This design comes from an exercise in tuning for small area and a short achievable clock period on the open sky130 flow, not from production work. The RTL was checked by simulation tests, not by an equivalence proof against the original design. No activity file was given, so power comes from the tool's default toggle rates.

==> flow/design.v (excerpt) <==
module ava_core (
    input  wire        clk,
    input  wire        rst,           
    input  wire [15:0] prog_len,      
    output wire [15:0] prog_addr,     
    input  wire [7:0]  prog_data,     
    output reg  [31:0] stk_w_data,
    output reg         stk_w_valid,
    input  wire        stk_w_ready,
    input  wire [31:0] stk_r_data,
    input  wire        stk_r_valid,
    output reg         stk_r_ready,
    output reg  [7:0]  out_data,
    output reg         out_valid,
    input  wire        out_ready,
    output wire        halt,
    output wire        fault,
    output wire [2:0]  cause,
    output wire        push_lost,
    output wire        out_lost
);
Settings: LEC_CHECK=0, CAP_MARGIN=20, CORE_MARGIN=2, CORE_UTILIZATION=65, PLACE_DENSITY=0.72, SLEW_MARGIN=20, SYNTH_HIERARCHICAL=1; clock period 10.0 ns.
standard.sh (not shown) runs the stock make flow with config.mk's settings and CLKGATE_MAP_FILE= SYNTH_SCRIPT=/design/flow/synth_recipe.tcl, a recipe that flattens the netlist after the stock synthesis.
==> flow/flow/run.sh <==
#!/bin/bash
# The standard layout, with plain buffers (not delay cells) on the ports and
# a clock tree of smaller leaf buffers.
set -euo pipefail
export BUFFER_PORTS_ARGS="-buffer_cell sky130_fd_sc_hd__buf_2"
export CTS_ARGS="-sink_clustering_enable -repair_clock_nets -root_buf sky130_fd_sc_hd__clkbuf_16 -buf_list {sky130_fd_sc_hd__clkbuf_8} -sink_clustering_size 10 -sink_clustering_max_diameter 50 -sink_clustering_buffer sky130_fd_sc_hd__clkbuf_4 -dont_use_dummy_load"
export SETUP_SLACK_MARGIN=5.4
bash standard.sh finish > standard_flow.log 2>&1
The starting point completed without violations.
Edit:
--- a/flow/flow/run.sh
+++ b/flow/flow/run.sh
@@ -6,3 +6,2 @@
 export CTS_ARGS="-sink_clustering_enable -repair_clock_nets -root_buf sky130_fd_sc_hd__clkbuf_16 -buf_list {sky130_fd_sc_hd__clkbuf_8} -sink_clustering_size 10 -sink_clustering_max_diameter 50 -sink_clustering_buffer sky130_fd_sc_hd__clkbuf_4 -dont_use_dummy_load"
-export SETUP_SLACK_MARGIN=5.4
 bash standard.sh finish > standard_flow.log 2>&1
Settings changed: CORE_UTILIZATION 65 to 60, PLACE_DENSITY 0.72 to 0.68, SETUP_SLACK_MARGIN set to 5.0.
=> The changed run went through all stages and came out clean. Non-clock buffer count fell by 29. Cell area fell by a few percent. Flip-flop and latch count is unchanged. Power fell by a few percent. Combinational power fell by roughly a tenth.

---

## run 1
Another version of the RTL of ava_core (not shown whole).
Size in the first run: ~240 flip-flops, ~130 I/O pins, roughly 16000 um^2 of cells after synthesis.
// ava_core
module ava_core (
    input  wire        clk,
    input  wire        rst,           
    input  wire [15:0] prog_len,      
    output wire [15:0] prog_addr,     
    input  wire [7:0]  prog_data,     
    output reg  [31:0] stk_w_data,
    output reg         stk_w_valid,
    input  wire        stk_w_ready,
    input  wire [31:0] stk_r_data,
    input  wire        stk_r_valid,
    output reg         stk_r_ready,
    output reg  [7:0]  out_data,
    output reg         out_valid,
    input  wire        out_ready,
    output wire        halt,
    output wire        fault,
    output wire [2:0]  cause,
    output wire        push_lost,
    output wire        out_lost
);
Settings: LEC_CHECK=0, CAP_MARGIN=20, CORE_MARGIN=2, CORE_UTILIZATION=55, SETUP_SLACK_MARGIN=4.7, SLEW_MARGIN=20; clock period 10.0 ns.
run.sh (not shown) runs the stock make flow with config.mk's settings and CLKGATE_MAP_FILE= SYNTH_SCRIPT=/design/flow/synth_recipe.tcl, a recipe that flattens the netlist after the stock synthesis.
Stock flow here: none of the scripts above is used.
Run 1 ended with every stage complete and zero timing, DRC or antenna violations.
#### Input delta (run 2 over run 1)
- swapping 4.7 for 5 in SETUP_SLACK_MARGIN
- putting ABC_CLOCK_PERIOD_IN_PS at 2000 where nothing was set
Results
- Delta (run 2 minus run 1): instance area at placement +110 um^2, cell area after synthesis ~0 delta, wire length +about 11%.
- Run 1 vs run 2, start point of the critical path: stk_r_data[4] vs csx[1]
- The termination of the worst setup path comes out stk_w_data[16] in one run and out_data[6] in the other, namely in run 2 and run 1 respectively.

---

## lane 1
ava_core with an RTL version that a note above also has.
Size in the first run: about 1500 cells after synthesis, ~16000 um2 of cells after synthesis.
==> flow/config.mk <==
export PLATFORM = sky130hd
export DESIGN_NAME = ava_core
export DESIGN_NICKNAME = ava_core
export VERILOG_FILES = /design/flow/design.v
export SDC_FILE = /design/flow/constraint.sdc
export NUM_CORES = 4
export LEC_CHECK = 0
export CAP_MARGIN = 20
export CORE_MARGIN = 2
export CORE_UTILIZATION = 65
export PLACE_DENSITY = 0.72
export SETUP_SLACK_MARGIN = 4.7
export SLEW_MARGIN = 20
export SYNTH_HIERARCHICAL = 1
==> flow/constraint.sdc <==
create_clock -name core_clock -period 10.0 [get_ports {clk}]
set_input_delay 2.0000 -clock core_clock [delete_from_list [all_inputs] [get_ports {clk}]]
set_output_delay 2.0000 -clock core_clock [all_outputs]
set_load 0.01 [all_outputs]
standard.sh (not shown) runs the stock make flow with config.mk's settings and CLKGATE_MAP_FILE= SYNTH_SCRIPT=/design/flow/synth_recipe.tcl, a recipe that flattens the netlist after the stock synthesis.
==> flow/flow/run.sh <==
#!/bin/bash
# The standard layout, with plain buffers (not delay cells) on the ports and
# a clock tree of smaller leaf buffers.
set -euo pipefail
export BUFFER_PORTS_ARGS="-buffer_cell sky130_fd_sc_hd__buf_2"
export CTS_ARGS="-sink_clustering_enable -repair_clock_nets -root_buf sky130_fd_sc_hd__clkbuf_16 -buf_list {sky130_fd_sc_hd__clkbuf_8} -sink_clustering_size 10 -sink_clustering_max_diameter 50 -sink_clustering_buffer sky130_fd_sc_hd__clkbuf_4 -dont_use_dummy_load"
bash standard.sh finish > standard_flow.log 2>&1
[inputs] lane 2 vs lane 1
- swapping 4.7 for 4.85 in SETUP_SLACK_MARGIN
Results
- Final cell area excluding filler cells delta (lane 2 -> lane 1): insignificant
- For the power per unit of standard cell area, lane 2 came in 0.60% lower than lane 1 did.
- On routed length on met2, the higher figure sits with lane 2, not lane 1.
- The lower portion of total power attributed to the clock network came out of lane 1.
- Where post-layout worst setup margin is concerned, lane 1 is outperformed by lane 2.
- In lane 2 the number of non-clock buffers turned out about 0.7% lower than in lane 1.
- Diff lane 1 -> lane 2 | time the final worst path needs with I/O delays and setup | decrease of 0.17 ns
What lane 3 does differently from lane 2 at the input level:
- changing SETUP_SLACK_MARGIN from 4.85 to 5.0
diff --git a/flow/flow/run.sh b/flow/flow/run.sh
--- a/flow/flow/run.sh
+++ b/flow/flow/run.sh
@@ -4,3 +4,3 @@
 set -euo pipefail
-export BUFFER_PORTS_ARGS="-buffer_cell sky130_fd_sc_hd__buf_2"
+export BUFFER_PORTS_ARGS="-buffer_cell sky130_fd_sc_hd__buf_1"
 export CTS_ARGS="-sink_clustering_enable -repair_clock_nets -root_buf sky130_fd_sc_hd__clkbuf_16 -buf_list {sky130_fd_sc_hd__clkbuf_8} -sink_clustering_size 10 -sink_clustering_max_diameter 50 -sink_clustering_buffer sky130_fd_sc_hd__clkbuf_4 -dont_use_dummy_load"
==> comparison <==
- A uppermost signal routing layer after detailed routing of met4 is what lane 2 shows, while met5 belongs to lane 3.
- [lane 3] number of buffers inserted during clock tree synthesis fell about 3.2% relative to lane 2
- Where power is concerned, lane 2 is outperformed by lane 3.
- Diff lane 2 -> lane 3: row count essentially unchanged; hold slack increased 0.0090 ns.
For lane 4, these inputs were changed with respect to lane 3:
- changing PLACE_DENSITY from 0.72 to 0.82
- changing CORE_UTILIZATION from 65 to 75
diff --git a/flow/flow/run.sh b/flow/flow/run.sh
--- a/flow/flow/run.sh
+++ b/flow/flow/run.sh
@@ -4,3 +4,3 @@
 set -euo pipefail
-export BUFFER_PORTS_ARGS="-buffer_cell sky130_fd_sc_hd__buf_1"
+export BUFFER_PORTS_ARGS="-buffer_cell sky130_fd_sc_hd__buf_2"
 export CTS_ARGS="-sink_clustering_enable -repair_clock_nets -root_buf sky130_fd_sc_hd__clkbuf_16 -buf_list {sky130_fd_sc_hd__clkbuf_8} -sink_clustering_size 10 -sink_clustering_max_diameter 50 -sink_clustering_buffer sky130_fd_sc_hd__clkbuf_4 -dont_use_dummy_load"
Results
- NOTE maximum frequency lane 3->lane 4 decreased slightly
- [compare] base=lane 3 new=lane 4: least setup slack across all paths after layout fell 0.066 ns; non-clock buffer count fell about 9%.
- Delay of the slowest cell on the worst path for lane 4: 0.43 ns up relative to lane 3
- For sequential share of layout area, lane 4 and lane 3 come out practically identical.
- Comparing lane 3 with lane 4, the multi-input gate area in the final layout came out essentially unchanged.
- Note that the average routed wire per standard cell recorded for lane 4 amounts to 1.07 times the value seen in lane 3.
- Lane 4 vs lane 3 on number of placed instances, taps included: lane 4 is the lower one.
- Relative to lane 3, the final cell area reported for lane 4 is lower.

[port drivers added, routing unchanged]
In the flow no input, the clock included, has a driving cell. The finished layouts below were timed again as built, in two steps. Step 1: set_driving_cell puts a clkbuf_16 on clk and a buf_2 on each other input, an assumption about the parent block. Step 2 also shifts input and output timing later by t, the mid clock arrival at the registers, as if the neighbouring blocks saw the same clock. Three values: ideal, step 1, step 2; two values: the first two.
| run | t, ns | slack for setup (ns) | worst setup path after step 2 | worst data-port slew with drivers (ns) |
|---|---|---|---|---|
| the first run of note 1 | 0.510 | 5.173 / 5.122 / 4.795 | input to register | 0.19 |
| the second run of note 1 | 0.517 | 4.986 / 4.938 / 4.583 | input to register | 0.06 |
| run 1 | 0.609 | 4.756 / 4.717 / 4.392 | input to register | 0.05 |
| run 2 | 0.599 | 4.745 / 4.690 / 4.556 | input to register | 0.08 |
| lane 1 | 0.540 | 4.732 / 4.711 / 4.567 | input to register | 0.06 |
| lane 2 | 0.540 | 4.900 / 4.864 / 4.569 | input to register | 0.06 |
| lane 3 | 0.526 | 5.058 / 5.008 / 4.652 | input to register | 0.06 |
| lane 4 | 0.529 | 4.992 / 4.992 / 4.513 | input to register | 0.08 |
After both steps setup and hold are still met in every run listed. For lane 4, which loses most, drivers alone change the setup slack by 0.000 ns; drivers and shift together by -0.479 ns.
